This is an optimization exercise on Yosys and OpenROAD, whose aim is small area, a short achievable clock period and few clock cycles, not a production implementation.
The RTL was checked by simulation tests, not by an equivalence proof against the original design.
Power is estimated from default activity; no workload was simulated.

$ cat flow/run.sh
#!/bin/bash
# synth_recipe.tcl (not shown) runs the flow's synth.tcl, then flattens the netlist and writes it again
# the make line also repeats each setting of config.mk as NAME=value (left out here)
make -C /OpenROAD-flow-scripts/flow DESIGN_CONFIG=/design/flow/config.mk WORK_HOME=/design/flow/orfs CLKGATE_MAP_FILE= SYNTH_SCRIPT=/design/flow/synth_recipe.tcl finish
$ cat flow/config.mk
export PLATFORM = sky130hd
export DESIGN_NAME = link_rx
export DESIGN_NICKNAME = link_rx
export VERILOG_FILES = /design/flow/design.v
export SDC_FILE = /design/flow/constraint.sdc
export NUM_CORES = 4
export LEC_CHECK = 0
export ABC_CLOCK_PERIOD_IN_PS = 3000
export CAP_MARGIN = 20
export CORE_MARGIN = 2
export CORE_UTILIZATION = 55
export CTS_CLUSTER_DIAMETER = 100
export CTS_CLUSTER_SIZE = 30
export PLACE_DENSITY = 0.7
export SETUP_SLACK_MARGIN = 4.5
export SLEW_MARGIN = 20
export TNS_END_PERCENT = 100
$ cat flow/constraint.sdc
create_clock -name core_clock -period 7.5 [get_ports {clk}]
set_input_delay 1.5000 -clock core_clock [delete_from_list [all_inputs] [get_ports {clk}]]
set_output_delay 1.5000 -clock core_clock [all_outputs]
set_load 0.01 [all_outputs]
$ cat flow/design.v
module link_rx (
    input  wire        clk,
    input  wire        rst,
    input  wire        in_valid,
    output wire        in_ready,
    input  wire [7:0]  in_data,
    input  wire        cmd_valid,
    output wire        cmd_ready,
    input  wire [7:0]  cmd_op,
    input  wire [7:0]  cmd_id,
    input  wire [31:0] cmd_region,
    input  wire [7:0]  cmd_size,
    output reg         rsp_valid,
    output reg         rsp_bool,
    output wire [7:0]  rsp_val,
    output wire        mem_valid,
    input  wire        mem_ready,
    output wire [31:0] mem_addr,
    output wire [7:0]  mem_data
);
    localparam [7:0] MAGIC0      = 8'h55;
    localparam [7:0] MAGIC1      = 8'hAA;
    localparam [7:0] MAX_PAYLOAD = 8'd57;
    localparam [7:0] MAX_ITEM    = 8'd56;
    localparam [7:0] OP_BIND  = 8'h01;
    localparam [7:0] OP_ISRX  = 8'h05;
    localparam [7:0] OP_CLRX  = 8'h06;
    localparam [7:0] OP_TAKE  = 8'h07;
    localparam [7:0] OP_TAKEP = 8'h08;
    localparam [2:0] R_IDLE = 3'd0;    
    localparam [2:0] R_AA   = 3'd1;    
    localparam [2:0] R_ID   = 3'd2;    
    localparam [2:0] R_LS   = 3'd3;    
    localparam [2:0] R_LEN  = 3'd4;    
    localparam [2:0] R_PAY  = 3'd5;    
    localparam [2:0] R_CLO  = 3'd6;    
    localparam [2:0] R_CHI  = 3'd7;    
    localparam [2:0] D_IDLE = 3'd0;    
    localparam [2:0] D_TYPE = 3'd1;    
    localparam [2:0] D_CHK  = 3'd2;    
    localparam [2:0] D_DATA = 3'd3;    
    localparam [2:0] C_LOOK = 3'd4;    
    localparam [2:0] C_ACT  = 3'd5;    
    localparam [2:0] C_SCAN = 3'd6;    
    localparam [2:0] C_SCN2 = 3'd7;    
    reg [7:0]  slot_used;
    reg [7:0]  slot_recv;
    reg [7:0]  slot_id     [0:7];
    reg [31:0] slot_region [0:7];
    reg [5:0]  slot_size   [0:7];
    reg [7:0]  buf_e [0:31];
    reg [7:0]  buf_o [0:31];
    reg [5:0]  wr_ptr;          
    reg [5:0]  cm_ptr;          
    reg [5:0]  rd_ptr;          
    reg        in_ready_q;
    reg        bv;              
    reg [7:0]  bd;
    reg [2:0]  rs;
    reg [5:0]  rcnt;            
    reg [15:0] crc;
    reg        crc_lo_ok;       
    reg [7:0]  pend_serial;
    reg [7:0]  last_serial;
    assign in_ready = in_ready_q;
    assign rsp_val  = last_serial;
    wire take = in_valid && in_ready_q;
    reg [15:0] crc_next;
    integer    i;
    always @* begin
        crc_next = ((rs == R_LEN) ? 16'h0000 : crc) ^ {8'h00, bd};
        for (i = 0; i < 8; i = i + 1)
            crc_next = crc_next[0] ? ((crc_next >> 1) ^ 16'h8408) : (crc_next >> 1);
    end
    wire len_ok   = (bd <= MAX_PAYLOAD);
    wire wr_adv   = bv && ((rs == R_LEN && len_ok) || rs == R_PAY);
    wire crc_ok   = crc_lo_ok && (bd == crc[15:8]);
    wire commit   = bv && (rs == R_CHI) && crc_ok;
    wire [5:0] cm_ptr_next = commit ? wr_ptr : cm_ptr;
    wire [5:0] occupancy   = wr_ptr - rd_ptr;
    always @(posedge clk) begin
        bd <= in_data;
        if (bv) begin                  
            if (wr_ptr[0]) buf_o[wr_ptr[5:1]] <= bd;
            else           buf_e[wr_ptr[5:1]] <= bd;
        end
        if (bv && rs == R_ID)
            pend_serial <= bd;
        if (bv && (rs == R_LEN || rs == R_PAY))
            crc <= crc_next;
        if (bv && rs == R_LEN)
            rcnt <= bd[5:0];
        else if (bv && rs == R_PAY)
            rcnt <= rcnt - 6'd1;
        if (bv && rs == R_CLO)
            crc_lo_ok <= (bd == crc[7:0]);
    end
    always @(posedge clk) begin
        if (rst) begin
            bv          <= 1'b0;
            in_ready_q  <= 1'b1;
            rs          <= R_IDLE;
            wr_ptr      <= 6'd0;
            cm_ptr      <= 6'd0;
            last_serial <= 8'd0;
        end else begin
            bv         <= take;
            in_ready_q <= (occupancy <= 6'd60);
            if (wr_adv)
                wr_ptr <= wr_ptr + 6'd1;
            if (bv) begin
                case (rs)
                    R_IDLE: if (bd == MAGIC0) rs <= R_AA;
                    R_AA: begin
                        if (bd == MAGIC1)      rs <= R_ID;
                        else if (bd != MAGIC0) rs <= R_IDLE;
                    end
                    R_ID:  rs <= R_LS;
                    R_LS:  rs <= R_LEN;
                    R_LEN: begin
                        if (!len_ok)
                            rs <= R_IDLE;             
                        else if (bd == 8'd0)
                            rs <= R_CLO;
                        else
                            rs <= R_PAY;
                    end
                    R_PAY: if (rcnt == 6'd1) rs <= R_CLO;
                    R_CLO: rs <= R_CHI;
                    default: begin                   
                        rs <= R_IDLE;
                        if (crc_ok) begin
                            cm_ptr      <= wr_ptr;
                            last_serial <= pend_serial;
                        end else begin
                            wr_ptr      <= cm_ptr;
                        end
                    end
                endcase
            end
        end
    end
    reg        cmd_ready_q;
    reg        cmd_pend;        
    reg        nr_pend;         
    reg        c_bind, c_clr, c_takep, c_size_ok;
    reg [7:0]  c_id;
    reg [31:0] c_region;
    reg [5:0]  c_size;
    reg [5:0]  c_ptr;           
    assign cmd_ready = cmd_ready_q;
    wire cmd_take = cmd_valid && cmd_ready_q;
    wire op_reg   = (cmd_op == OP_BIND) || (cmd_op == OP_ISRX) || (cmd_op == OP_CLRX) ||
                    (cmd_op == OP_TAKE) || (cmd_op == OP_TAKEP);
    always @(posedge clk) begin
        if (cmd_take) begin
            c_bind    <= (cmd_op == OP_BIND);
            c_clr     <= (cmd_op == OP_CLRX) || (cmd_op == OP_TAKE);
            c_takep   <= (cmd_op == OP_TAKEP);
            c_id      <= cmd_id;
            c_region  <= cmd_region;
            c_size    <= cmd_size[5:0];
            c_size_ok <= (cmd_size <= MAX_ITEM);
            c_ptr     <= cm_ptr_next;
        end
    end
    reg [2:0]  ds;
    reg [7:0]  hd;              
    reg [5:0]  fend;            
    reg [5:0]  prem;            
    reg [5:0]  dleft;           
    reg [7:0]  sel;             
    reg        hit;             
    reg        size_ok;         
    reg        size_zero;       
    reg        size_one;        
    reg        do_bind, do_unbind, do_clr;
    reg        scan_eq;
    reg        mem_valid_q;
    reg [31:0] mem_addr_q;
    reg [7:0]  mem_data_q;
    assign mem_valid = mem_valid_q;
    assign mem_addr  = mem_addr_q;
    assign mem_data  = mem_data_q;
    wire ofree = !mem_valid_q || mem_ready;
    reg  [7:0]  match, lt_rem, is_zero, is_one;
    reg  [31:0] sel_region;
    reg  [5:0]  sel_size;
    integer    j;
    always @* begin
        sel_region = 32'd0;
        sel_size   = 6'd0;
        for (j = 0; j < 8; j = j + 1) begin
            match[j]   = slot_used[j] && (slot_id[j] == hd);
            lt_rem[j]  = (slot_size[j] < prem);
            is_zero[j] = (slot_size[j] == 6'd0);
            is_one[j]  = (slot_size[j] == 6'd1);
            if (sel[j]) begin
                sel_region = sel_region | slot_region[j];
                sel_size   = sel_size   | slot_size[j];
            end
        end
    end
    wire sel_recv = |(sel & slot_recv);
    wire sel_used = |(sel & slot_used);
    reg [7:0] free_oh;
    integer   k;
    always @* begin
        free_oh = 8'd0;
        for (k = 7; k >= 0; k = k - 1)
            if (!slot_used[k]) free_oh = 8'd1 << k;
    end
    wire cmd_go      = cmd_pend && (rd_ptr == c_ptr);
    wire frame_go    = (rd_ptr != cm_ptr);
    wire stop        = !(hit && size_ok);
    wire region_zero = (c_region == 32'd0);
    wire bind_ok     = c_size_ok &&
                       !((&c_region[31:6]) && ({1'b0, c_region[5:0]} + {1'b0, c_size} > 7'd64));
    wire scan_hit    = sel_used && (sel_region == c_region);
    wire issue_first = (ds == D_CHK) && !stop && !size_zero && ofree;
    wire issue_more  = (ds == D_DATA) && ofree;
    wire issue       = issue_first || issue_more;
    wire jump = (ds == D_CHK) && stop;
    wire adv  = ((ds == D_IDLE) && !cmd_go && frame_go) || (ds == D_TYPE) || issue;
    wire [5:0] rp1    = rd_ptr + 6'd1;
    wire [4:0] e_addr = jump ? fend[5:1] : rp1[5:1];
    wire [4:0] o_addr = jump ? fend[5:1] : rd_ptr[5:1];
    wire       odd    = jump ? fend[0] : (rd_ptr[0] ^ adv);
    wire [7:0] e_data = buf_e[e_addr];
    wire [7:0] o_data = buf_o[o_addr];
    wire       load_cid = (ds == D_IDLE) && cmd_go && !c_takep;
    wire last_first = (sel_size == 6'd1);
    wire last_more  = (dleft == 6'd1);
    always @(posedge clk) begin
        if (load_cid)
            hd <= c_id;
        else
            hd <= odd ? o_data : e_data;
        if (ds == D_IDLE) begin
            prem <= hd[5:0];
            fend <= rp1 + hd[5:0];
        end else if (ds == D_TYPE || issue) begin
            prem <= prem - 6'd1;
        end
        if (ds == D_TYPE || ds == C_LOOK) begin
            sel <= (ds == C_LOOK && !(|match)) ? free_oh : match;
            hit <= |match;
        end else if (ds == D_IDLE) begin
            sel <= 8'd1;
        end else if (ds == C_SCN2) begin
            sel <= sel << 1;
        end
        if (ds == D_TYPE) begin
            size_ok   <= |(match & lt_rem);
            size_zero <= |(match & is_zero);
            size_one  <= |(match & is_one);
        end
        if (ds == C_LOOK) begin
            do_bind   <= c_bind && !region_zero && bind_ok && ((|match) || (|free_oh));
            do_unbind <= c_bind && region_zero && (|match);
            do_clr    <= c_clr && (|match);
        end
        scan_eq <= scan_hit;
        if (issue_first)
            dleft <= sel_size - 6'd1;
        else if (issue_more)
            dleft <= dleft - 6'd1;
        if (issue) begin
            mem_addr_q <= issue_first ? sel_region : mem_addr_q + 32'd1;
            mem_data_q <= hd;
        end
        if (ds == C_ACT && do_bind)
            for (j = 0; j < 8; j = j + 1)
                if (sel[j]) begin
                    slot_id[j]     <= c_id;
                    slot_region[j] <= c_region;
                    slot_size[j]   <= c_size;
                end
        rsp_bool <= ((ds == C_SCN2) ? scan_eq : hit) && sel_recv;
    end
    always @(posedge clk) begin
        if (rst) begin
            ds          <= D_IDLE;
            rd_ptr      <= 6'd0;
            mem_valid_q <= 1'b0;
            slot_used   <= 8'd0;
            slot_recv   <= 8'd0;
            cmd_ready_q <= 1'b1;
            cmd_pend    <= 1'b0;
            nr_pend     <= 1'b0;
            rsp_valid   <= 1'b0;
        end else begin
            rsp_valid <= 1'b0;
            if (issue)
                mem_valid_q <= 1'b1;
            else if (mem_ready)
                mem_valid_q <= 1'b0;
            if (jump)
                rd_ptr <= fend;
            else if (adv)
                rd_ptr <= rp1;
            nr_pend <= cmd_take && !op_reg && (ds == C_ACT);
            if (nr_pend || (cmd_take && !op_reg && (ds != C_ACT)))
                rsp_valid <= 1'b1;
            if (cmd_take && op_reg) begin
                cmd_pend    <= 1'b1;
                cmd_ready_q <= 1'b0;
            end
            case (ds)
                D_IDLE: begin
                    if (cmd_go)
                        ds <= c_takep ? C_SCAN : C_LOOK;
                    else if (frame_go && hd[5:0] != 6'd0)
                        ds <= D_TYPE;
                end
                D_TYPE: ds <= D_CHK;
                D_CHK: begin
                    if (stop) begin
                        ds <= D_IDLE;                       
                    end else if (size_zero) begin
                        slot_recv <= slot_recv | sel;
                        ds        <= (prem == 6'd0) ? D_IDLE : D_TYPE;
                    end else if (ofree) begin
                        if (size_one) begin
                            slot_recv <= slot_recv | sel;
                            ds        <= (prem == 6'd1) ? D_IDLE : D_TYPE;
                        end else begin
                            ds        <= D_DATA;
                        end
                    end
                end
                D_DATA: begin
                    if (ofree && last_more) begin
                        slot_recv <= slot_recv | sel;
                        ds        <= (prem == 6'd1) ? D_IDLE : D_TYPE;
                    end
                end
                C_LOOK: begin
                    cmd_ready_q <= 1'b1;        
                    ds          <= C_ACT;
                end
                C_ACT: begin
                    cmd_pend  <= cmd_take && op_reg;
                    rsp_valid <= 1'b1;
                    ds        <= D_IDLE;
                    if (do_bind)
                        slot_used <= slot_used | sel;
                    if (do_unbind)
                        slot_used <= slot_used & ~sel;
                    if (do_bind || do_unbind || do_clr)
                        slot_recv <= slot_recv & ~sel;
                end
                C_SCAN: ds <= C_SCN2;
                default: begin                 
                    if (scan_eq || sel[7]) begin
                        cmd_pend    <= 1'b0;
                        cmd_ready_q <= 1'b1;
                        rsp_valid   <= 1'b1;
                        ds          <= D_IDLE;
                        if (scan_eq)
                            slot_recv <= slot_recv & ~sel;
                    end else begin
                        ds <= C_SCAN;
                    end
                end
            endcase
        end
    end
endmodule
==> impl_results.md, run 1 <==
- Leakage power: 17.0 nW
- Reg2Reg Capture Point: hd[1]$_DFF_P_
- Fraction of registers with async set/reset: 0
- Pins Over Slew Limit: 0
- Delay-heaviest family, CP: compound AO/OA/AOI/OAI gates
- Hold_ws: 0.479 ns
- Filler cell count: slightly above 6000
- Final Hold Viols: 0
- Cell variety after synth: 79
- GPL Wtd Cong: around 0.95
- Overflow after GRT: 0
- Worst setup EP type: register
- Final WL: approximately 140 mm
- Max_cap viols: 0
- CTS Root Cell: clkbuf_16
- Initial DRC Count: around 4400
- Die footprint: ~90000 µm²
- Setup TNS Final: 0 ns
- DIE HEIGHT: about 300 µm
- CORE AREA: roughly 85000 µm²
- Number of synthesis warnings: 4
- DP HPWL: roughly 80 mm
- CP Depth: 11
- Die Width: slightly below 300 µm
- Antenna violations before repair: 3
- Drt pass-1 iters: 8
- Fmax: 0.317 GHz
- Layout cells sized above 1: 0.133
- Slew @ Worst Pin: between 1 and 1.5 ns
- DRT antenna net count: 0
- Worst hold path type: reg -> reg
- Avg Cell Area, Syn: 14.3 µm²
- Mux share of post-synthesis cell area: 0.0357
- H-Tree Depth: 2
- Drt via density: ~6.7
- Synth Area in XOR/XNOR: 0.0417
- Worst vdd ir: 0.177 mV
- Worst EP arrival: between 3 and 4 ns
- Synth Net Count: ~3400
- Worst reg2reg setup slack: approximately 4.4 ns
- Worst path most repeated cell: buf_12
- Clock Sink Count: roughly 1100
- CTS tree: built
- Post-Synth Simple-Gate Area: 0.0948
- CP startpoint kind: register
- Area occupied by multi-input gates: between 10000 and 15000 µm²
- Min cycle time layout: between 3 and 4 ns
- Critical path endpoint: hd[1]$_DFF_P_
- DRC: 0
- IO buf count: between 100 and 150
- Post-synthesis sequential area ratio: 0.695
- Compound-gate portion of the synthesized area: 0.0924
- # nets final: 3570
- CTS hold repair buffers: 0
- WS Path Type: reg -> reg
- Relative slew slack: 0.220
- Outcome: complete, no violations
- Worst EP required: about 8.0 ns
- Reg2reg start: hit$_DFFE_PN_
- Peak per-stage delay on the critical path: approximately 0.53 ns
- Clock latency on the worst-skew pair: 0.66 ns
- Top-level I/O count: ~120
- Routed WL per cell: around 30 µm
- Synth top area cells: edfxtp_1, dfxtp_1, xnor2_1
- Synthesized instance count: about 3300
- Ys flop type: edfxtp_1
- Layout area overhead: 12.9%
- Unrepaired setup endpoints after global routing: true
- CP max-delay cell: edfxtp_1
- Largest family of logic cells by synthesized area: simple AND/OR/NAND/NOR gates
- Critical-path cell list: and2_4 > buf_12 > o21ai_4 > buf_12 > nand2_4 > bufbuf_16 > a2111oi_2 > nor4_2 > a311o_1 > a31oi_4 > o221ai_2
- Vias in the first global route: 29700
- Cell Area, Synth: ~47000 µm²
- Cell taking the most area after synthesis: edfxtp_1
- Initial core utilization: 0.554
- Length in cells of the worst reg-to-reg path: 11
- Worst Setup SP: hit$_DFFE_PN_
- Final worst path period share: 0.420
- Synth Area in Adders: 0.0184
- DR vias: about 31000
- First-pass GRT wire length: 195 mm
- Post-Route Skew: around 0.035 ns
- Flops & latches, synth: roughly 1100
- Max FO, Critical Path: 12
- Clock transition at path regs: about 0.12 ns
- Site Rows: about 110
- Storage cell area: approximately 33000 µm²
- Total power per unit cell area: ~300 nW/µm²
- Clock Tree Buf Depth: 3
- Setup violations, final: 0
- Top-area cell type share of the netlist area: 0.664
- Worst path bufs/invs: 3
- GRT Overall Usage: 0.304
- CTS buffer count: 43
- Largest net degree at the start of global routing: between 70 and 80
- Post-synth EDFFs: ~1000
metrics by stage:
stage	total power [mW]	area [µm²]	setup WS, ns	instances	utilization
6_report	15.7	53100	4.35	4611	0.625
5_1_grt	16.1	53100	4.35	4610	0.625
4_1_cts	15.2	52300	4.37	4582	0.616
3_5_place_dp	11.6	49400	2.38	4406	0.582
3_3_place_gp	11.5	49400	2.68	4405	0.582
2_1_floorplan	10.2	47100	4.20	3283	-
layer usage:
layer / vias to the layer above / routed length (µm) / global-route usage
li1: 13000 / - / -
met1: 15300 / 49400 / 0.402
met2: 2144 / 64900 / 0.496
met3: 379 / 14700 / 0.0511
met4: 2 / 6990 / 0.141
met5: - / 20 / 0
flip-flops by register name, indices dropped and copies added, names as in the netlist, 16 cells and up, named ones only:
signal / cells
buf_e: 256
buf_o: 256
c_region: 32
crc: 16
mem_addr_q: 32
slot_id: 64
slot_region: 256
slot_size: 48
cell families (layout without fill, tap and decap cells):
kind of cell,after synthesis,in the layout
DFF,1113,1113
and+or+nand+nor,903,905
AOI/OAI and AO/OA,621,628
buffers and inverters,245,419
xor gates and xnor gates,224,224
muxes,109,109
adders and majority gates,68,68
other,0,1
synthesized netlist by cell type (7+ instances only):
cell type,number
nand3_1,155
a311oi_1,17
or4_1,7
mux2i_1,44
o211ai_1,21
or3_1,11
a21o_1,33
o2111ai_1,7
dfxtp_1,73
and4_1,8
nor2b_1,16
nor3_1,31
nand2_1,208
inv_1,49
clkbuf_1,129
o21ai_0,72
mux2_2,18
buf_2,42
nor3b_1,10
nor4_1,35
nor2_1,213
a31oi_1,36
and2_1,12
xnor2_1,159
nand2b_1,20
xor2_1,65
nand4_1,90
edfxtp_1,1040
mux4_2,45
a211oi_1,42
a2111oi_0,33
and3_1,67
a21oi_1,98
ha_1,66
a22oi_1,185
buf_1,19
worst min-delay path by stage:
stage,startpoint,cells after the start,end
finish,register,2,register
global route,register,2,register
CTS,register,2,register
detailed placement,register,2,register
global placement,register,2,register
floorplan,hd[6]$_DFF_P_,0,mem_data_q[6]$_DFFE_PP_
worst register-to-register path, cell delays in order, from the launching register on:
cell,delay [ns]
edfxtp_1,0.53
and2_4,0.27
buf_12,0.15
o21ai_4,0.16
buf_12,0.13
nand2_4,0.09
bufbuf_16,0.33
a2111oi_2,0.39
nor4_2,0.14
a311o_1,0.39
a31oi_4,0.29
o221ai_2,0.16
cell type report:
type / count / area share
Sequential cell: 1113 / 0.617
Multi-Input combinational cell: 1934 / 0.272
Timing Repair Buffer: 292 / 0.0562
Tap cell: 1144 / 0.0270
Clock buffer: 73 / 0.0232
Inverter: 49 / 0.00347
Clock inverter: 5 / 0.000660
Antenna cell: 1 / 0.0000472
power by group:
part           leakage, nW  total, mW  internal [mW]  switching [mW]
logic                 6.33       5.41           2.18            3.24
registers             10.0       7.28           6.98           0.304
clock network        0.607       2.98           1.15            1.83
total                 17.0       15.7           10.3            5.37
repair_timing:
| action | in CTS | in global routing |
|---|---|---|
| cloned | 14 | 5 |
| pin swaps | 27 | 42 |
| setup buffers | 84 | 22 |
| gates resized for setup | 219 | 89 |
| setup endpoints to repair | 104 | 89 |
placed cells by master, fill, tap and decap left out, types with 24 or more instances in the layout:
cell,instances
a21oi_1,90
buf_4,126
ha_1,66
a21o_1,32
nand3_1,148
clkbuf_16,46
nand4_1,90
xnor2_1,158
and3_1,56
xor2_1,64
nor3_1,27
mux4_2,45
clkbuf_1,27
a22oi_1,178
inv_1,49
edfxtp_1,1040
buf_12,24
a31oi_1,30
mux2i_1,43
nor2_1,196
a211oi_1,40
clkdlybuf4s50_1,66
dlygate4sd2_1,47
o21ai_0,71
dfxtp_1,51
nand2_1,201
nor4_1,26
Testbench counts, summed over its fixed seeds: cycles 33,235.
==> run 2: changes to the inputs <==
==> flow/config.mk (replaced) <==
export PLATFORM = sky130hd
export DESIGN_NAME = link_rx
export DESIGN_NICKNAME = link_rx
export VERILOG_FILES = /design/flow/design.v
export SDC_FILE = /design/flow/constraint.sdc
export NUM_CORES = 4
export LEC_CHECK = 0
export ABC_CLOCK_PERIOD_IN_PS = 2900
export CAP_MARGIN = 20
export CORE_MARGIN = 2
export CORE_UTILIZATION = 65
export CTS_CLUSTER_DIAMETER = 100
export CTS_CLUSTER_SIZE = 30
export PLACE_DENSITY = 0.75
export SETUP_SLACK_MARGIN = 4.6
export SLEW_MARGIN = 20
export TNS_END_PERCENT = 100
==> run 2 against run 1 <==
Effect of this change:
- still clean
- non-clock buffer count rose by 42
- clock skew rose by 0.010 ns
- cell count fell by 3.1%
- via count rose by 1.4%
- core utilization rose by 12 points
- synthesized cell count did not move
- sequential share of layout area fell by 0.40 points
- first-iteration DRC count rose by 7.6%
- final area rose by 0.72%
- routed wire length rose by 2.3%
- setup slack got worse by 0.089 ns
- register-to-register slack got worse by 0.09 ns
==> impl_results.md, run 2 <==
- Top-count cell post-synth: edfxtp_1 (unchanged)
- Setup TNS Final: 0 ns (unchanged)
- Pins Over Slew Limit: 0 (unchanged)
- Layout area overhead: 13.7% (was 12.9%)
- Leakage power: 17.3 nW (was 17.0 nW)
- Synth cell count leaders: edfxtp_1, nor2_1, nand2_1 (unchanged)
- Cell variety after synth: 79 (unchanged)
- Synth top area cells: edfxtp_1, dfxtp_1, xnor2_1 (unchanged)
- Relative slew slack: 0.264 (was 0.220)
- Die Width: 273 µm (was 296 µm)
- Post-Route Skew: 0.0447 ns (was 0.0347 ns)
- Min cycle time layout: 3.24 ns (was 3.15 ns)
- Flops & latches, synth: 1113 (unchanged)
- Synth Area in XOR/XNOR: 0.0417 (unchanged)
- Compound-gate portion of the synthesized area: 0.0924 (unchanged)
- Hold_sp: in_ready_q$_SDFF_PP1_
- Post-synth EDFFs: 1040 (unchanged)
- Top-level I/O count: 122 (unchanged)
- Ys flop type: edfxtp_1 (unchanged)
- Cell taking the most area after synthesis: edfxtp_1 (unchanged)
- Hold EP: bv$_SDFF_PP0_
- Fraction of registers with async set/reset: 0 (unchanged)
- Reg2Reg Capture Point: buf_e[20][0]$_DFFE_PP_ (was hd[1]$_DFF_P_)
- Clock Sink Count: 1113 (unchanged)
- Final Hold Viols: 0 (unchanged)
- Initial DRC Count: 4685 (was 4356)
- DP HPWL: 81.4 mm (was 82.1 mm)
- Clock transition at path regs: 0.11 ns (was 0.12 ns)
- CTS Root Cell: clkbuf_16 (unchanged)
- # nets final: 3621 (was 3570)
- Drt pass-1 iters: 6 (was 8)
- DRT antenna net count: 0 (unchanged)
- Worst EP arrival: 3.52 ns (was 3.67 ns)
- Die footprint: 74500 µm² (was 87800 µm²)
- Max_cap viols: 0 (unchanged)
- Clock Tree Buf Depth: 3 (unchanged)
- Slew @ Worst Pin: 1.10 ns (was 1.17 ns)
- Post-Synth Simple-Gate Area: 0.0948 (unchanged)
- Total power per unit cell area: 300 nW/µm² (was 295 nW/µm²)
- CTS buffer count: 43 (unchanged)
- CORE AREA: 71500 µm² (was 84900 µm²)
- Avg Cell Area, Syn: 14.3 µm² (unchanged)
- Length in cells of the worst reg-to-reg path: 4 (was 11)
- GRT Overall Usage: 0.365 (was 0.304)
- CTS tree: built (unchanged)
- Cell Area, Synth: 47000 µm² (unchanged)
- Clock latency on the worst-skew pair: 0.66 ns (about the same)
- Synth Net Count: 3420 (unchanged)
- Max FO, Critical Path: 8 (was 12)
- Drt via density: 7.01 (was 6.70)
- Synthesized instance count: 3283 (unchanged)
- Worst setup EP type: register (unchanged)
- CP startpoint kind: register (unchanged)
- Largest family of logic cells by synthesized area: simple AND/OR/NAND/NOR gates (unchanged)
- Hold_ws: 0.456 ns (was 0.479 ns)
- DR vias: 31300 (was 30900)
- DRC: 0 (unchanged)
- Outcome: complete, no violations (unchanged)
- Min-Delay Path Depth: 2 (unchanged)
- Largest net degree at the start of global routing: 75 (unchanged)
- Worst vdd ir: 0.242 mV (was 0.177 mV)
- Vias in the first global route: 29600 (was 29700)
- Worst EP required: 7.78 ns (was 8.02 ns)
- Top-area cell type share of the netlist area: 0.664 (unchanged)
- Antenna violations before repair: 1 (was 3)
- H-Tree Depth: 2 (unchanged)
- GPL Wtd Cong: 0.936 (was 0.948)
- Final worst path period share: 0.432 (was 0.420)
- Routed WL per cell: 31.1 µm (was 29.5 µm)
- Layout cells sized above 1: 0.161 (was 0.133)
- Final WL: 139 mm (was 136 mm)
- Synth Area in Adders: 0.0184 (unchanged)
- Final Power: 16.0 mW (was 15.7 mW)
- Initial core utilization: 0.658 (was 0.554)
- Overflow after GRT: 0 (unchanged)
- First-pass GRT wire length: 198 mm (was 195 mm)
- Site Rows: 98 (was 107)
- Mux share of post-synthesis cell area: 0.0357 (unchanged)
- IO buf count: 121 (unchanged)
- Reg2reg start: bv$_SDFF_PP0_ (was hit$_DFFE_PN_)
- Ant diodes: 0 (was 1)
- Fmax: 0.309 GHz (was 0.317 GHz)
- Worst reg2reg setup slack: 4.26 ns (was 4.35 ns)
- DIE HEIGHT: 273 µm (was 296 µm)
- Most common cell after layout, fill and taps aside: edfxtp_1 (unchanged)
- WS Path Type: reg -> reg (unchanged)
- Worst hold path type: reg -> reg (unchanged)
- Setup violations, final: 0 (unchanged)
- Number of synthesis warnings: 4 (unchanged)
- Unrepaired setup endpoints after global routing: true (unchanged)
- Post-synthesis sequential area ratio: 0.695 (unchanged)
- Commonest cells after routing, fill and taps aside: edfxtp_1, nand2_1, a22oi_1 (was edfxtp_1, nand2_1, nor2_1)
-- run 2: cell count changes in the layout (fill, tap and decap cells not counted), moves of 9 or more --
cell             before  now
buf_6                 9   18
nor2_2               13   39
buf_4               126  156
clkdlybuf4s15_1       5   16
nor2_1              196  164
dlygate4sd2_1        47   23
buf_2                 3   14
-- run 2: worst max-delay path, cell delays in order (launching register included) --
cell	delay [ns]
dfxtp_1	0.68
inv_1	0.28
nor2_1	0.55
nand2_1	0.45
nor2_1	0.93
-- run 2: final cells by class --
| type | count | area (µm²) |
|---|---|---|
| Tap cell | 950 | 1190 |
| Fill cell | 4301 | 18100 |
| Clock inverter | 6 | 82.6 |
| Sequential cell | 1113 | 32800 |
| Clock buffer | 74 | 1220 |
| Timing Repair Buffer | 334 | 3360 |
| Inverter | 49 | 184 |
| Multi-Input combinational cell | 1943 | 14600 |
-- run 2: cell families after synthesis --
family | count (synthesis)
AO/OA/AOI/OAI | 621
multiplexers | 109
XOR/XNOR | 224
flip-flops | 1113
buffers and inverters | 245
adder cells (fa/ha/maj) | 68
AND/OR/NAND/NOR | 903
-- run 2: repair_timing --
action / CTS / global route
cloned: 26 / 7
gates resized for setup: 291 / 131
setup endpoints to repair: 286 / 214
pin swaps: 34 / 34
setup buffers: 93 / 48
endpoints found under the hold margin: 0 / 0
hold buffers: 0 / 0
-- run 2: worst max path at each step --
stage                             startpoint                     end  slack, ns  cells past startpoint
final                          bv$_SDFF_PP0_  buf_e[20][0]$_DFFE_PP_       4.26                      4
after detailed placement  ds[1]$_SDFFE_PP0P_           hd[0]$_DFF_P_       2.77                      8
after CTS                      bv$_SDFF_PP0_  buf_o[29][6]$_DFFE_PP_       4.30                      4
after floorplan                    mem_ready           hd[5]$_DFF_P_       4.20                      8
after global placement    ds[1]$_SDFFE_PP0P_           hd[0]$_DFF_P_       2.99                      8
after global routing           bv$_SDFF_PP0_   buf_e[4][5]$_DFFE_PP_       4.39                      4
-- run 2: power breakdown --
group          switching, mW  internal, mW  leakage, nW
sequential             0.377          6.98         10.0
combinational           3.30          2.34         6.61
clock                   1.84          1.18        0.624
total                   5.52          10.5         17.3
-- run 2: routing by layer --
metal  track usage  vias to the layer above  routed length (µm)
li1              -                    13200                   -
met1         0.504                    15500               50500
met2         0.573                     2249               65700
met3        0.0596                      411               14800
met4         0.184                        2                8090
met5             0                        -                  38
-- run 2: per-stage QoR --
stage	instances	instance area, µm²	util	worst slack, ns
2_1_floorplan	3283	47100	-	4.20
3_3_place_gp	4215	49200	0.688	2.99
3_5_place_dp	4215	49200	0.688	2.77
4_1_cts	4414	52300	0.732	4.30
5_1_grt	4469	53400	0.747	4.39
6_report	4469	53400	0.747	4.26
==> run 3: changes to the inputs <==
--- a/flow/design.v
+++ b/flow/design.v
@@ -56,6 +56,7 @@
     reg        in_ready_q;
     reg        bv;              
     reg [7:0]  bd;
+    reg        bd_55, bd_aa, bd_len_ok, bd_zero;    
     reg [2:0]  rs;
     reg [5:0]  rcnt;            
     reg [15:0] crc;
@@ -72,18 +73,20 @@
         for (i = 0; i < 8; i = i + 1)
             crc_next = crc_next[0] ? ((crc_next >> 1) ^ 16'h8408) : (crc_next >> 1);
     end
-    wire len_ok   = (bd <= MAX_PAYLOAD);
+    wire len_ok   = bd_len_ok;
     wire wr_adv   = bv && ((rs == R_LEN && len_ok) || rs == R_PAY);
     wire crc_ok   = crc_lo_ok && (bd == crc[15:8]);
     wire commit   = bv && (rs == R_CHI) && crc_ok;
     wire [5:0] cm_ptr_next = commit ? wr_ptr : cm_ptr;
     wire [5:0] occupancy   = wr_ptr - rd_ptr;
     always @(posedge clk) begin
-        bd <= in_data;
-        if (bv) begin                  
-            if (wr_ptr[0]) buf_o[wr_ptr[5:1]] <= bd;
-            else           buf_e[wr_ptr[5:1]] <= bd;
-        end
+        bd        <= in_data;
+        bd_55     <= (in_data == MAGIC0);
+        bd_aa     <= (in_data == MAGIC1);
+        bd_len_ok <= (in_data <= MAX_PAYLOAD);
+        bd_zero   <= (in_data == 8'd0);
+        if (wr_ptr[0]) buf_o[wr_ptr[5:1]] <= bd;
+        else           buf_e[wr_ptr[5:1]] <= bd;
         if (bv && rs == R_ID)
             pend_serial <= bd;
         if (bv && (rs == R_LEN || rs == R_PAY))
@@ -110,17 +113,17 @@
                 wr_ptr <= wr_ptr + 6'd1;
             if (bv) begin
                 case (rs)
-                    R_IDLE: if (bd == MAGIC0) rs <= R_AA;
+                    R_IDLE: if (bd_55) rs <= R_AA;
                     R_AA: begin
-                        if (bd == MAGIC1)      rs <= R_ID;
-                        else if (bd != MAGIC0) rs <= R_IDLE;
+                        if (bd_aa)       rs <= R_ID;
+                        else if (!bd_55) rs <= R_IDLE;
                     end
                     R_ID:  rs <= R_LS;
                     R_LS:  rs <= R_LEN;
                     R_LEN: begin
                         if (!len_ok)
                             rs <= R_IDLE;             
-                        else if (bd == 8'd0)
+                        else if (bd_zero)
                             rs <= R_CLO;
                         else
                             rs <= R_PAY;
@@ -171,7 +174,7 @@
     reg [5:0]  dleft;           
     reg [7:0]  sel;             
     reg        hit;             
-    reg        size_ok;         
+    reg        chk_stop;        
     reg        size_zero;       
     reg        size_one;        
     reg        do_bind, do_unbind, do_clr;
@@ -212,7 +215,7 @@
     end
     wire cmd_go      = cmd_pend && (rd_ptr == c_ptr);
     wire frame_go    = (rd_ptr != cm_ptr);
-    wire stop        = !(hit && size_ok);
+    wire stop        = chk_stop;
     wire region_zero = (c_region == 32'd0);
     wire bind_ok     = c_size_ok &&
                        !((&c_region[31:6]) && ({1'b0, c_region[5:0]} + {1'b0, c_size} > 7'd64));
@@ -220,7 +223,7 @@
     wire issue_first = (ds == D_CHK) && !stop && !size_zero && ofree;
     wire issue_more  = (ds == D_DATA) && ofree;
     wire issue       = issue_first || issue_more;
-    wire jump = (ds == D_CHK) && stop;
+    wire jump = chk_stop;
     wire adv  = ((ds == D_IDLE) && !cmd_go && frame_go) || (ds == D_TYPE) || issue;
     wire [5:0] rp1    = rd_ptr + 6'd1;
     wire [4:0] e_addr = jump ? fend[5:1] : rp1[5:1];
@@ -251,7 +254,6 @@
             sel <= sel << 1;
         end
         if (ds == D_TYPE) begin
-            size_ok   <= |(match & lt_rem);
             size_zero <= |(match & is_zero);
             size_one  <= |(match & is_one);
         end
@@ -289,8 +291,10 @@
             cmd_pend    <= 1'b0;
             nr_pend     <= 1'b0;
             rsp_valid   <= 1'b0;
+            chk_stop    <= 1'b0;
         end else begin
             rsp_valid <= 1'b0;
+            chk_stop  <= (ds == D_TYPE) && !((|match) && (|(match & lt_rem)));
             if (issue)
                 mem_valid_q <= 1'b1;
             else if (mem_ready)
==> flow/config.mk (replaced) <==
export PLATFORM = sky130hd
export DESIGN_NAME = link_rx
export DESIGN_NICKNAME = link_rx
export VERILOG_FILES = /design/flow/design.v
export SDC_FILE = /design/flow/constraint.sdc
export NUM_CORES = 4
export LEC_CHECK = 0
export ABC_CLOCK_PERIOD_IN_PS = 2800
export CAP_MARGIN = 20
export CORE_MARGIN = 2
export CORE_UTILIZATION = 55
export CTS_CLUSTER_DIAMETER = 100
export CTS_CLUSTER_SIZE = 30
export PLACE_DENSITY = 0.7
export SETUP_SLACK_MARGIN = 4.65
export SLEW_MARGIN = 20
export TNS_END_PERCENT = 100
==> run 3 against run 2 <==
Effect of this change:
- still clean on timing, DRC and antenna
- sequential share of layout area grew 0.27 points
- cell count is 7.5% higher
- non-clock buffer count decreased by 74
- final area down 0.28%
- clock power barely moved
- die area increased by 21%
- worst hold slack better by 0.048 ns
- sequential power up 0.5%
- maximum frequency is 13% higher
- synthesized cell count is 6.7% higher
- first-iteration DRC count shrank 21%
- global-route usage down 8.4 points
- largest cell class unchanged
- largest power group unchanged
- highest routed layer is now met4
==> impl_results.md, run 3 <==
- Worst EP arrival: 3.38 ns (was 3.52 ns)
- CTS buffer count: 43 (unchanged)
- Reg2reg start: chk_stop$_SDFF_PP0_ (was bv$_SDFF_PP0_)
- Clock Tree Buf Depth: 3 (unchanged)
- Fin util: 0.614 (was 0.747)
- Met2 routed WL: 63.8 mm (was 65.7 mm)
- Drt via density: 6.53 (was 7.01)
- Placed Area: 50500 µm² (was 49200 µm²)
- Worst EP required: 8.02 ns (was 7.78 ns)
- Layout cells sized above 1: 0.119 (was 0.161)
- Leakage power: 17.2 nW (was 17.3 nW)
- GPL Wtd Cong: 0.930 (was 0.936)
- CTS hold repair buffers: 0 (unchanged)
- Outcome: complete, no violations (unchanged)
- DP HPWL: 78.7 mm (was 81.4 mm)
- Avg Cell Area, Syn: 13.7 µm² (was 14.3 µm²)
- Met1 wire length: 52.2 mm (was 50.5 mm)
- Worst hold path type: reg -> reg (unchanged)
- CP startpoint kind: register (unchanged)
- DRC: 0 (unchanged)
- Combinational fraction of design power: 0.375 (was 0.352)
- Max_cap viols: 0 (unchanged)
- Fmax: 0.349 GHz (was 0.309 GHz)
- Post-synthesis sequential area ratio: 0.680 (was 0.695)
- Relative slew slack: 0.273 (was 0.264)
- # nets final: 3752 (was 3621)
- Unrepaired setup endpoints after global routing: true (unchanged)
- Filler cell count: 6492 (was 4301)
- Synth cell count leaders: edfxtp_1, nand2_1, nor2_1 (was edfxtp_1, nor2_1, nand2_1)
- Internal power: 10.7 mW (was 10.5 mW)
- DRT antenna net count: 0 (unchanged)
- Min-Delay Path Depth: 2 (unchanged)
- Synth top area cells: edfxtp_1, dfxtp_1, nand2_1 (was edfxtp_1, dfxtp_1, xnor2_1)
- Setup violations, final: 0 (unchanged)
- Cell Area, Synth: 48200 µm² (was 47000 µm²)
- Max FO, Critical Path: 61 (was 8)
- Worst vdd ir: 0.256 mV (was 0.242 mV)
- CORE AREA: 86800 µm² (was 71500 µm²)
- CTS tree: built (unchanged)
- Fraction of registers with async set/reset: 0 (unchanged)
- Final setup margin: 4.64 ns (was 4.26 ns)
- Cell taking the most area after synthesis: edfxtp_1 (unchanged)
- Place WS: 3.48 ns (was 2.77 ns)
- Die footprint: 90000 µm² (was 74500 µm²)
- Routed WL per cell: 27.3 µm (was 31.1 µm)
- Layout area overhead: 10.6% (was 13.7%)
- H-Tree Depth: 2 (unchanged)
- Cell variety after synth: 76 (was 79)
- Final WL: 131 mm (was 139 mm)
- Site Rows: 108 (was 98)
- Design area: 53300 µm² (was 53400 µm²)
- Initial core utilization: 0.555 (was 0.658)
- WS Path Type: reg -> reg (unchanged)
- Clock transition at path regs: 0.12 ns (was 0.11 ns)
- Slew @ Worst Pin: 1.09 ns (was 1.10 ns)
- Number of synthesis warnings: 4 (unchanged)
- Commonest cells after routing, fill and taps aside: edfxtp_1, nand2_1, nand3_1 (was edfxtp_1, nand2_1, a22oi_1)
- Top-area cell type share of the netlist area: 0.648 (was 0.664)
- Antenna violations before repair: 0 (was 1)
- Hold EP: last_serial[3]$_SDFFE_PP0P_ (was bv$_SDFF_PP0_)
- Top-level I/O count: 122 (unchanged)
- Total power per unit cell area: 312 nW/µm² (was 300 nW/µm²)
- Final Hold Viols: 0 (unchanged)
- Clock Sink Count: 1117 (was 1113)
- IO buf count: 121 (unchanged)
- Hold_sp: pend_serial[3]$_DFFE_PP_ (was in_ready_q$_SDFF_PP1_)
- Reg2Reg Capture Point: hd[7]$_DFF_P_ (was buf_e[20][0]$_DFFE_PP_)
- Final worst path period share: 0.382 (was 0.432)
- First-pass GRT wire length: 191 mm (was 198 mm)
- Most common cell after layout, fill and taps aside: edfxtp_1 (unchanged)
- DR vias: 31400 (was 31300)
- Initial DRC Count: 3722 (was 4685)
- Net switching power: 5.97 mW (was 5.52 mW)
- Worst setup EP type: register (unchanged)
- Met3 wire len: 11.0 mm (was 14.8 mm)
- DIE HEIGHT: 300 µm (was 273 µm)
- Largest net degree at the start of global routing: 84 (was 75)
- Clock network power share: 0.180 (was 0.189)
- Ys flop type: edfxtp_1 (unchanged)
- Flops & latches, synth: 1117 (was 1113)
- Top-count cell post-synth: edfxtp_1 (unchanged)
- Post-synth EDFFs: 1039 (was 1040)
- Ant diodes: 0 (unchanged)
- Length in cells of the worst reg-to-reg path: 9 (was 4)
- Min cycle time layout: 2.86 ns (was 3.24 ns)
- Hold_ws: 0.504 ns (was 0.456 ns)
- Setup TNS Final: 0 ns (unchanged)
- Net Sw Frac: 0.359 (was 0.345)
- Die Width: 300 µm (was 273 µm)
- Pins Over Slew Limit: 0 (unchanged)
- Synthesized instance count: 3504 (was 3283)
- Drt pass-1 iters: 6 (unchanged)
- GRT Overall Usage: 0.281 (was 0.365)
- Top sig layer: met4 (was met5)
- Clock latency on the worst-skew pair: 0.64 ns (was 0.66 ns)
- Reg power frac: 0.445 (was 0.459)
- Synth Net Count: 3641 (was 3420)
- Worst reg2reg setup slack: 4.64 ns (was 4.26 ns)
- Vias in the first global route: 30100 (was 29600)
- Overflow after GRT: 0 (unchanged)
- Post-Route Skew: 0.0247 ns (was 0.0447 ns)
- CTS Root Cell: clkbuf_16 (unchanged)
[run 3: changes by cell type in the layout (fill, tap and decap cells not counted), sizes merged, moves of 20 or more]
cell	before	now
nand2	212	382
buf	216	148
mux2	20	74
mux2i	44	93
a211oi	42	9
nor2	216	187
a2111oi	33	7
nand3	156	182
a21oi	98	78
[run 3: logic make-up after synthesis]
| logic type | after synthesis | share of synthesized area |
|---|---|---|
| flip-flops | 1117 | 0.680 |
| AND/OR/NAND/NOR | 1062 | 0.104 |
| AO/OA/AOI/OAI | 586 | 0.0848 |
| buffers and inverters | 251 | 0.0216 |
| XOR/XNOR | 225 | 0.0413 |
| multiplexers | 195 | 0.0504 |
| adder cells (fa/ha/maj) | 68 | 0.0180 |
[run 3: cell type report]
type	instances	area, µm²	share of cell area
flip-flops and latches	1117	32800	0.616
inverters	50	198	0.00371
repair buffers	260	2530	0.0474
multi-input cells	2143	15000	0.282
clock inverters	4	50.0	0.000939
clock buffers	76	1240	0.0233
well taps	1155	1450	0.0271
[run 3: what timing repair did]
item	4_1_cts	5_1_grt
hold endpoints to repair	0	0
pin swaps	5	9
endpoints found under the setup margin	234	214
gates resized for setup	226	74
buffers inserted	58	28
cloned	7	8
[run 3: how the worst max path moves through the flow]
| stage | startpoint | to | cells past startpoint |
|---|---|---|---|
| 3_5_place_dp | rd_ptr[2]$_SDFFE_PP0P_ | hd[7]$_DFF_P_ | 6 |
| 3_3_place_gp | rd_ptr[2]$_SDFFE_PP0P_ | hd[3]$_DFF_P_ | 6 |
| 4_1_cts | rd_ptr[4]$_SDFFE_PP0P_ | hd[2]$_DFF_P_ | 7 |
| 2_1_floorplan | cmd_valid | cmd_ready_q$_SDFF_PP1_ | 3 |
| 5_1_grt | fend[2]$_DFFE_PP_ | hd[6]$_DFF_P_ | 9 |
| 6_report | chk_stop$_SDFF_PP0_ | hd[7]$_DFF_P_ | 9 |
[run 3: per-layer routing]
layer / vias up / global-route usage
met5: - / 0
met4: 0 / 0.0863
met3: 249 / 0.0375
met2: 1714 / 0.467
met1: 15800 / 0.389
li1: 13600 / -
[run 3: power by group through the flow]
stage	combinational [mW]	sequential (mW)	clock (mW)
finish	6.23	7.40	3.00
detailed placement	5.23	7.61	0
global route	6.60	7.42	3.22
floorplan	3.71	7.34	0
CTS	5.78	7.39	3.03
global placement	5.12	7.60	0
[run 3: worst max-delay path, cell delays in order, from the launching register on]
cell and delay [ns]:
dfxtp_4 0.42, buf_4 0.15, buf_6 0.16, o21ai_4 0.16, buf_12 0.32, a311oi_1 0.20, a31oi_1 0.28, a21oi_1 0.21
a2111oi_2 0.67, o211ai_1 0.14
[run 3: metrics by stage]
stage	power, mW	std cells
2_1_floorplan	11.0	3504
3_3_place_gp	12.7	4623
3_5_place_dp	12.8	4624
4_1_cts	16.2	4769
5_1_grt	17.2	4805
6_report	16.6	4805
Testbench counts of run 3, summed over its fixed seeds: cycles 33,235.
==> run 4: changes to the inputs <==
--- a/flow/config.mk
+++ b/flow/config.mk
@@ -5,12 +5,13 @@
 export SDC_FILE = /design/flow/constraint.sdc
 export NUM_CORES = 4
 export LEC_CHECK = 0
+export ABC_AREA = 1
 export ABC_CLOCK_PERIOD_IN_PS = 2800
 export CAP_MARGIN = 20
 export CORE_MARGIN = 2
 export CORE_UTILIZATION = 55
-export CTS_CLUSTER_DIAMETER = 100
-export CTS_CLUSTER_SIZE = 30
+export CTS_CLUSTER_DIAMETER = 90
+export CTS_CLUSTER_SIZE = 28
 export PLACE_DENSITY = 0.7
 export SETUP_SLACK_MARGIN = 4.65
 export SLEW_MARGIN = 20
==> run 4 against run 3 <==
Effect of this change:
- largest cell class unchanged
- still clean on timing, DRC and antenna
- via count up 13%
- clock-buffer cell count fell by 1
- first-iteration DRC count rose by 15%
==> impl_results.md, run 4 <==
- DP HPWL: 82.4 mm (was 78.7 mm)
- Top-level I/O count: 122 (unchanged)
- Unrepaired setup endpoints after global routing: true (unchanged)
- Synth cell count leaders: nand2_1, edfxtp_1, nand3_1 (was edfxtp_1, nand2_1, nor2_1)
- Fmax: 0.348 GHz (was 0.349 GHz)
- Initial core utilization: 0.554 (was 0.555)
- CORE AREA: 89700 µm² (was 86800 µm²)
- Overflow after GRT: 0 (unchanged)
- CTS hold repair buffers: 0 (unchanged)
- Most common cell after layout, fill and taps aside: nand2_1 (was edfxtp_1)
- Clock Tree Buf Depth: 3 (unchanged)
- Final Hold Viols: 0 (unchanged)
- GPL Wtd Cong: 0.915 (was 0.930)
- Leakage power: 20.9 nW (was 17.2 nW)
- CP startpoint kind: register (unchanged)
- Worst hold path type: reg -> reg (unchanged)
- Worst EP arrival: 3.20 ns (was 3.38 ns)
- Outcome: complete, no violations (unchanged)
- Layout cells sized above 1: 0.0785 (was 0.119)
- Commonest cells after routing, fill and taps aside: nand2_1, edfxtp_1, nand3_1 (was edfxtp_1, nand2_1, nand3_1)
- Post-synthesis sequential area ratio: 0.659 (was 0.680)
- Synthesized instance count: 4646 (was 3504)
- Filler cell count: 7237 (was 6492)
- Max_cap viols: 0 (unchanged)
- DRC: 0 (unchanged)
- GRT Overall Usage: 0.287 (was 0.281)
- CTS buffer count: 48 (was 43)
- Max FO, Critical Path: 12 (was 61)
- Site Rows: 110 (was 108)
- Post-Route Skew: 0.0455 ns (was 0.0247 ns)
- Pins Over Slew Limit: 0 (unchanged)
- Worst EP required: 7.82 ns (was 8.02 ns)
- H-Tree Depth: 2 (unchanged)
- CP max-delay cell: nor3_1 (was a2111oi_2)
- Flops & latches, synth: 1117 (unchanged)
- Ys flop type: edfxtp_1 (unchanged)
- Storage cell area: 32800 µm² (about the same)
- WS Path Type: reg -> reg (unchanged)
- Synth Net Count: 4783 (was 3641)
- Worst setup EP type: register (unchanged)
- CTS Root Cell: clkbuf_16 (unchanged)
- Relative slew slack: 0.303 (was 0.273)
- Die footprint: 92800 µm² (was 90000 µm²)
- Top-count cell post-synth: nand2_1 (was edfxtp_1)
- Avg Cell Area, Syn: 10.7 µm² (was 13.7 µm²)
- Worst vdd ir: 0.292 mV (was 0.256 mV)
- DR vias: 35500 (was 31400)
- Ant diodes: 0 (unchanged)
- Clock transition at path regs: 0.11 ns (was 0.12 ns)
- Critical-path cell list: inv_1 > nor2_1 > inv_1 > nor3_1 > buf_2 (was buf_4 > buf_6 > o21ai_4 > buf_12 > a311oi_1 > a31oi_1 > a21oi_1 > a2111oi_2 > o211ai_1)
- Cell variety after synth: 63 (was 76)
- Setup violations, final: 0 (unchanged)
- Hold_ws: 0.466 ns (was 0.504 ns)
- Die Width: 305 µm (was 300 µm)
- Post-synth EDFFs: 1039 (unchanged)
- Drt via density: 5.93 (was 6.53)
- Min cycle time layout: 2.87 ns (was 2.86 ns)
- Initial DRC Count: 4282 (was 3722)
- Antenna violations before repair: 3 (was 0)
- Vias in the first global route: 33200 (was 30100)
- Area occupied by multi-input gates: 15100 µm² (was 15000 µm²)
- Final WL: 137 mm (was 131 mm)
- Non-Filler Instances: 5978 (was 4805)
- Setup TNS Final: 0 ns (unchanged)
- Inst Count DP: 5818 (was 4624)
- Clock Sink Count: 1117 (unchanged)
- Total power per unit cell area: 317 nW/µm² (was 312 nW/µm²)
- Routed WL per cell: 22.8 µm (was 27.3 µm)
- Cell Area, Synth: 49700 µm² (was 48200 µm²)
- Min-Delay Path Depth: 2 (unchanged)
- Cell taking the most area after synthesis: edfxtp_1 (unchanged)
- DRT antenna net count: 0 (unchanged)
- CTS tree: built (unchanged)
- First-pass GRT wire length: 204 mm (was 191 mm)
- Largest net degree at the start of global routing: 83 (was 84)
- Clock latency on the worst-skew pair: 0.67 ns (was 0.64 ns)
- DIE HEIGHT: 305 µm (was 300 µm)
- Fraction of registers with async set/reset: 0 (unchanged)
- Number of synthesis warnings: 4 (unchanged)
- # nets final: 4901 (was 3752)
- Peak per-stage delay on the critical path: 0.68 ns (was 0.67 ns)
- Top-area cell type share of the netlist area: 0.628 (was 0.648)
- Worst path most repeated cell: inv_1
- Final Power: 17.3 mW (was 16.6 mW)
- IO buf count: 121 (unchanged)
- Synth top area cells: edfxtp_1, nand2_1, nand3_1 (was edfxtp_1, dfxtp_1, nand2_1)
- Drt pass-1 iters: 6 (unchanged)
- Final worst path period share: 0.383 (was 0.382)
- Slew @ Worst Pin: 1.04 ns (was 1.09 ns)
- Layout area overhead: 10.1% (was 10.6%)
- Length in cells of the worst reg-to-reg path: 5 (was 9)
run 4: area by class of cell:
class | count | area share
sequential | 1117 | 0.600
inverter | 387 | 0.0273
clock buffer | 75 | 0.0242
clock inverter | 13 | 0.00286
tap | 1176 | 0.0269
multi-input combinational | 2957 | 0.276
timing repair buffer | 253 | 0.0427
run 4: power breakdown:
group          internal (mW)  total (mW)  switching [mW]
Combinational           2.06        6.70            4.64
Sequential              7.09        7.38           0.295
Clock                   1.30        3.25            1.95
Total                   10.4        17.3            6.88
run 4: path summary, 6_finish.rpt:
| check | start | endpoint | slack, ns |
|---|---|---|---|
| setup / recovery | wr_ptr[1]$_SDFF_PP0_ | buf_e[17][5]$_DFFE_PP_ | 4.63 |
| hold / removal | nr_pend$_SDFF_PP0_ | rsp_valid$_SDFF_PP0_ | 0.47 |
| setup reg to reg | wr_ptr[1]$_SDFF_PP0_ | buf_e[17][5]$_DFFE_PP_ | 4.63 |
| hold reg to reg | nr_pend$_SDFF_PP0_ | rsp_valid$_SDFF_PP0_ | 0.47 |
run 4: worst max-delay path, delay by kind of cell (launching register included):
| family | cells | cell delay, ns |
|---|---|---|
| buf+inv | 3 | 0.96 |
| simple gates | 2 | 1.07 |
| flops | 1 | 0.52 |
run 4: per-layer routing:
layer,track usage,share of wire,up-vias
met5,0,0.00029,-
met4,0.0842,0.029,6
met3,0.0448,0.10,273
met2,0.437,0.45,1851
met1,0.430,0.42,17000
li1,-,-,16300
run 4: timing repair:
action,4_1_cts,5_1_grt
resized for setup,188,87
pin swaps,5,6
buffers inserted,40,21
endpoints found under the setup margin,539,506
gates cloned,6,5
run 4: metrics by stage:
step	utilization	cell area, µm²	worst slack [ns]
6_report	0.609	54700	4.63
5_1_grt	0.609	54700	4.61
4_1_cts	0.604	54200	4.48
3_5_place_dp	0.582	52200	3.17
3_3_place_gp	0.581	52200	3.21
2_1_floorplan	-	49700	4.08
run 4: kinds of logic (layout without fill, tap and decap cells):
family | Yosys count | in the layout | synth area share
and+or+nand+nor | 2373 | 2383 | 0.205
adders and majority gates | 68 | 68 | 0.0174
buffers and inverters | 582 | 728 | 0.0468
xor gates and xnor gates | 107 | 107 | 0.0189
muxes | 2 | 2 | 0.000403
AOI/OAI and AO/OA | 397 | 397 | 0.0524
DFF | 1117 | 1117 | 0.659
==> run 5: changes to the inputs <==
==> flow/config.mk (replaced) <==
export PLATFORM = sky130hd
export DESIGN_NAME = link_rx
export DESIGN_NICKNAME = link_rx
export VERILOG_FILES = /design/flow/design.v
export SDC_FILE = /design/flow/constraint.sdc
export NUM_CORES = 4
export LEC_CHECK = 0
export ABC_CLOCK_PERIOD_IN_PS = 2850
export CAP_MARGIN = 20
export CORE_MARGIN = 2
export CORE_UTILIZATION = 55
export CTS_CLUSTER_DIAMETER = 70
export CTS_CLUSTER_SIZE = 22
export PLACE_DENSITY = 0.7
export SETUP_SLACK_MARGIN = 4.6
export SLEW_MARGIN = 20
export TNS_END_PERCENT = 100
==> run 5 against run 4 <==
Effect of this change:
- synthesized area is 3.0% lower
- worst hold slack gained 0.030 ns
- first-iteration DRC count fell by 18%
- clock skew is 0.017 ns lower
- critical path type unchanged
==> impl_results.md, run 5 <==
- Unrepaired setup endpoints after global routing: true (unchanged)
- Setup violations, final: 0 (unchanged)
- Cell variety after synth: 76 (was 63)
- Min cycle time layout: 2.99 ns (was 2.87 ns)
- GPL Wtd Cong: 0.892 (was 0.915)
- Outcome: complete, no violations (unchanged)
- Ant diodes: 0 (unchanged)
- IO buf count: 121 (unchanged)
- Flops & latches, synth: 1117 (unchanged)
- Initial core utilization: 0.555 (was 0.554)
- Worst setup EP type: register (unchanged)
- WS Path Type: reg -> reg (unchanged)
- Total power per unit cell area: 326 nW/µm² (was 317 nW/µm²)
- Worst EP required: 8.02 ns (was 7.82 ns)
- CTS Root Cell: clkbuf_16 (unchanged)
- Largest net degree at the start of global routing: 77 (was 83)
- Delay-heaviest family, CP: compound AO/OA/AOI/OAI gates (was simple AND/OR/NAND/NOR gates)
- Final Hold Viols: 0 (unchanged)
- Storage cell area: 32800 µm² (about the same)
- Post-Route Skew: 0.0289 ns (was 0.0455 ns)
- Critical-path cell list: buf_4 > mux2i_4 > buf_12 > buf_4 > bufbuf_16 > nand2_1 > nand3_1 > a311oi_1 > a21oi_1 > a2111oi_4 > buf_4 > o211ai_1 (was inv_1 > nor2_1 > inv_1 > nor3_1 > buf_2)
- Site Rows: 108 (was 110)
- Die Width: 300 µm (was 305 µm)
- Clock Sink Count: 1117 (unchanged)
- CP startpoint kind: register (unchanged)
- Filler cell count: 6363 (was 7237)
- Routed WL per cell: 26.7 µm (was 22.8 µm)
- Relative slew slack: 0.270 (was 0.303)
- Final WL: 129 mm (was 137 mm)
- Synthesized instance count: 3504 (was 4646)
- Max FO, Critical Path: 31 (was 12)
- DIE HEIGHT: 300 µm (was 305 µm)
- Max_cap viols: 0 (unchanged)
- DRT antenna net count: 0 (unchanged)
- Commonest cells after routing, fill and taps aside: edfxtp_1, nand2_1, nand3_1 (was nand2_1, edfxtp_1, nand3_1)
- Clock Tree Buf Depth: 3 (unchanged)
- Final setup margin: 4.51 ns (was 4.63 ns)
- Place WS: 3.29 ns (was 3.17 ns)
- Leakage power: 17.7 nW (was 20.9 nW)
- Synth top area cells: edfxtp_1, dfxtp_1, nand2_1 (was edfxtp_1, nand2_1, nand3_1)
- Worst vdd ir: 0.204 mV (was 0.292 mV)
- DR vias: 31200 (was 35500)
- GRT Overall Usage: 0.283 (was 0.287)
- First-pass GRT wire length: 192 mm (was 204 mm)
- Avg Cell Area, Syn: 13.7 µm² (was 10.7 µm²)
- Overflow after GRT: 0 (unchanged)
- Ys flop type: edfxtp_1 (unchanged)
- Number of synthesis warnings: 4 (unchanged)
- Area occupied by multi-input gates: 15000 µm² (was 15100 µm²)
- Worst path bufs/invs: 5 (was 3)
- Drt via density: 6.42 (was 5.93)
- Top-count cell post-synth: edfxtp_1 (was nand2_1)
- Top-level I/O count: 122 (unchanged)
- Synth Net Count: 3641 (was 4783)
- Post-synth EDFFs: 1039 (unchanged)
- Clock latency on the worst-skew pair: 0.65 ns (was 0.67 ns)
- Most common cell after layout, fill and taps aside: edfxtp_1 (was nand2_1)
- CP max-delay cell: a2111oi_4 (was nor3_1)
- Worst path most repeated cell: buf_4 (was inv_1)
- Slew @ Worst Pin: 1.09 ns (was 1.04 ns)
- Drt pass-1 iters: 6 (unchanged)
- Vias in the first global route: 30700 (was 33200)
- Cell taking the most area after synthesis: edfxtp_1 (unchanged)
- DP HPWL: 77.3 mm (was 82.4 mm)
- Clock transition at path regs: 0.09 ns (was 0.11 ns)
- Fmax: 0.335 GHz (was 0.348 GHz)
- Setup TNS Final: 0 ns (unchanged)
- Fraction of registers with async set/reset: 0 (unchanged)
- Peak per-stage delay on the critical path: 0.53 ns (was 0.68 ns)
- DRC: 0 (unchanged)
- Antenna violations before repair: 1 (was 3)
- CTS buffer count: 67 (was 48)
- Initial DRC Count: 3524 (was 4282)
- Worst EP arrival: 3.51 ns (was 3.20 ns)
- CTS tree: built (unchanged)
- Die footprint: 90000 µm² (was 92800 µm²)
- Pins Over Slew Limit: 0 (unchanged)
- Final worst path period share: 0.398 (was 0.383)
- Post-synthesis sequential area ratio: 0.680 (was 0.659)
- Layout area overhead: 12.8% (was 10.1%)
- Worst hold path type: reg -> reg (unchanged)
- Layout cells sized above 1: 0.127 (was 0.0785)
- Top-area cell type share of the netlist area: 0.648 (was 0.628)
- H-Tree Depth: 3 (was 2)
- Cell Area, Synth: 48200 µm² (was 49700 µm²)
- # nets final: 3786 (was 4901)
- Synth cell count leaders: edfxtp_1, nand2_1, nor2_1 (was nand2_1, edfxtp_1, nand3_1)
- CORE AREA: 86800 µm² (was 89700 µm²)
==> run 5: cells by family (layout without fill, tap and decap cells) <==
kind of cell	after synthesis	count (layout)	synth area share
mux	195	198	0.0504
flops	1117	1117	0.680
buf+inv	251	443	0.0216
fa+ha+maj	68	68	0.0180
simple gates	1062	1064	0.104
compound gates	586	589	0.0848
xor+xnor	225	225	0.0413
==> run 5: worst min-delay path, stage by stage, from the launching register on <==
cell	delay, ns
edfxtp_1	0.34
mux2i_1	0.06
nor2_1	0.07
==> run 5: through the flow <==
step	hold slack (ns)	utilization	power (mW)	cell area (µm²)	cells
6_report	0.496	0.626	17.7	54300	4859
5_1_grt	0.541	0.626	18.4	54300	4859
4_1_cts	0.491	0.620	17.4	53800	4822
3_5_place_dp	0.481	0.582	12.9	50500	4632
3_3_place_gp	0.463	0.582	12.7	50500	4631
2_1_floorplan	0.403	-	11.0	48200	3504
==> run 5: final timing paths <==
check | startpoint | end | slack (ns) | depth (start not counted)
hold reg to reg | pend_serial[7]$_DFFE_PP_ | last_serial[7]$_SDFFE_PP0P_ | 0.50 | 2
setup reg to reg | fend[2]$_DFFE_PP_ | hd[4]$_DFF_P_ | 4.51 | 12
hold / removal | pend_serial[7]$_DFFE_PP_ | last_serial[7]$_SDFFE_PP0P_ | 0.50 | 2
setup / recovery | fend[2]$_DFFE_PP_ | hd[4]$_DFF_P_ | 4.51 | 12
==> run 5: power by group <==
group          switching (mW)  internal (mW)  leakage [nW]
Combinational            3.77           2.51          6.60
Clock                    2.10           1.92          1.07
Sequential              0.360           7.06          10.1
==> run 5: what timing repair did <==
action | 4_1_cts | 5_1_grt
hold endpoints to repair | 0 | 0
hold buffers | 0 | 0
gates resized for setup | 177 | 53
setup endpoints to repair | 173 | 184
gates cloned | 10 | 3
setup buffers | 56 | 34
pin swaps | 7 | 10
==> run 5: cell type report <==
| type | count | area share |
|---|---|---|
| flip-flops and latches | 1117 | 0.604 |
| multi-input cells | 2144 | 0.276 |
| repair buffers | 269 | 0.0494 |
| clock buffers | 100 | 0.0346 |
| well taps | 1155 | 0.0266 |
| clock inverters | 24 | 0.00592 |
| inverters | 50 | 0.00364 |
==> run 5: layer usage <==
metal | vias up | share of wire | GRT usage
met1 | 15500 | 0.39 | 0.386
met3 | 263 | 0.088 | 0.0455
li1 | 13700 | - | -
met5 | - | 0 | 0
met4 | 0 | 0.034 | 0.0979
met2 | 1678 | 0.49 | 0.467

==> static timing again, ports no longer ideal <==
No port has a modelled driver above. Below, the same layouts with a new extraction and two added sets of constraints. Step 1 (the two cells are an assumption about what drives the block):
set clk [get_ports {clk}]
set_driving_cell -lib_cell sky130_fd_sc_hd__clkbuf_16 $clk
set_driving_cell -lib_cell sky130_fd_sc_hd__buf_2 [delete_from_list [all_inputs] $clk]
Step 2 also shifts input and output timing later by t, the mid clock arrival at the registers, as if the neighbouring blocks saw the same clock. a / b / c = ideal / step 1 / step 2; a / b = the first two.
run	t (ns)	setup WS [ns]	slew at the worst register clock pin (ns)	pins driven straight from the clock port
run 1	0.710	4.350 / 4.350 / 4.019	0.12 / 0.12	1
run 2	0.707	4.261 / 4.261 / 3.885	0.12 / 0.12	1
run 3	0.701	4.636 / 4.617 / 4.012	0.12 / 0.12	1
run 4	0.712	4.628 / 4.599 / 4.084	0.12 / 0.12	1
run 5	0.704	4.514 / 4.514 / 3.946	0.10 / 0.10	1
After both steps every run listed still meets setup and hold. The setup slack of run 3, which loses most, moves by -0.019 ns with the drivers and by -0.624 ns with both steps.
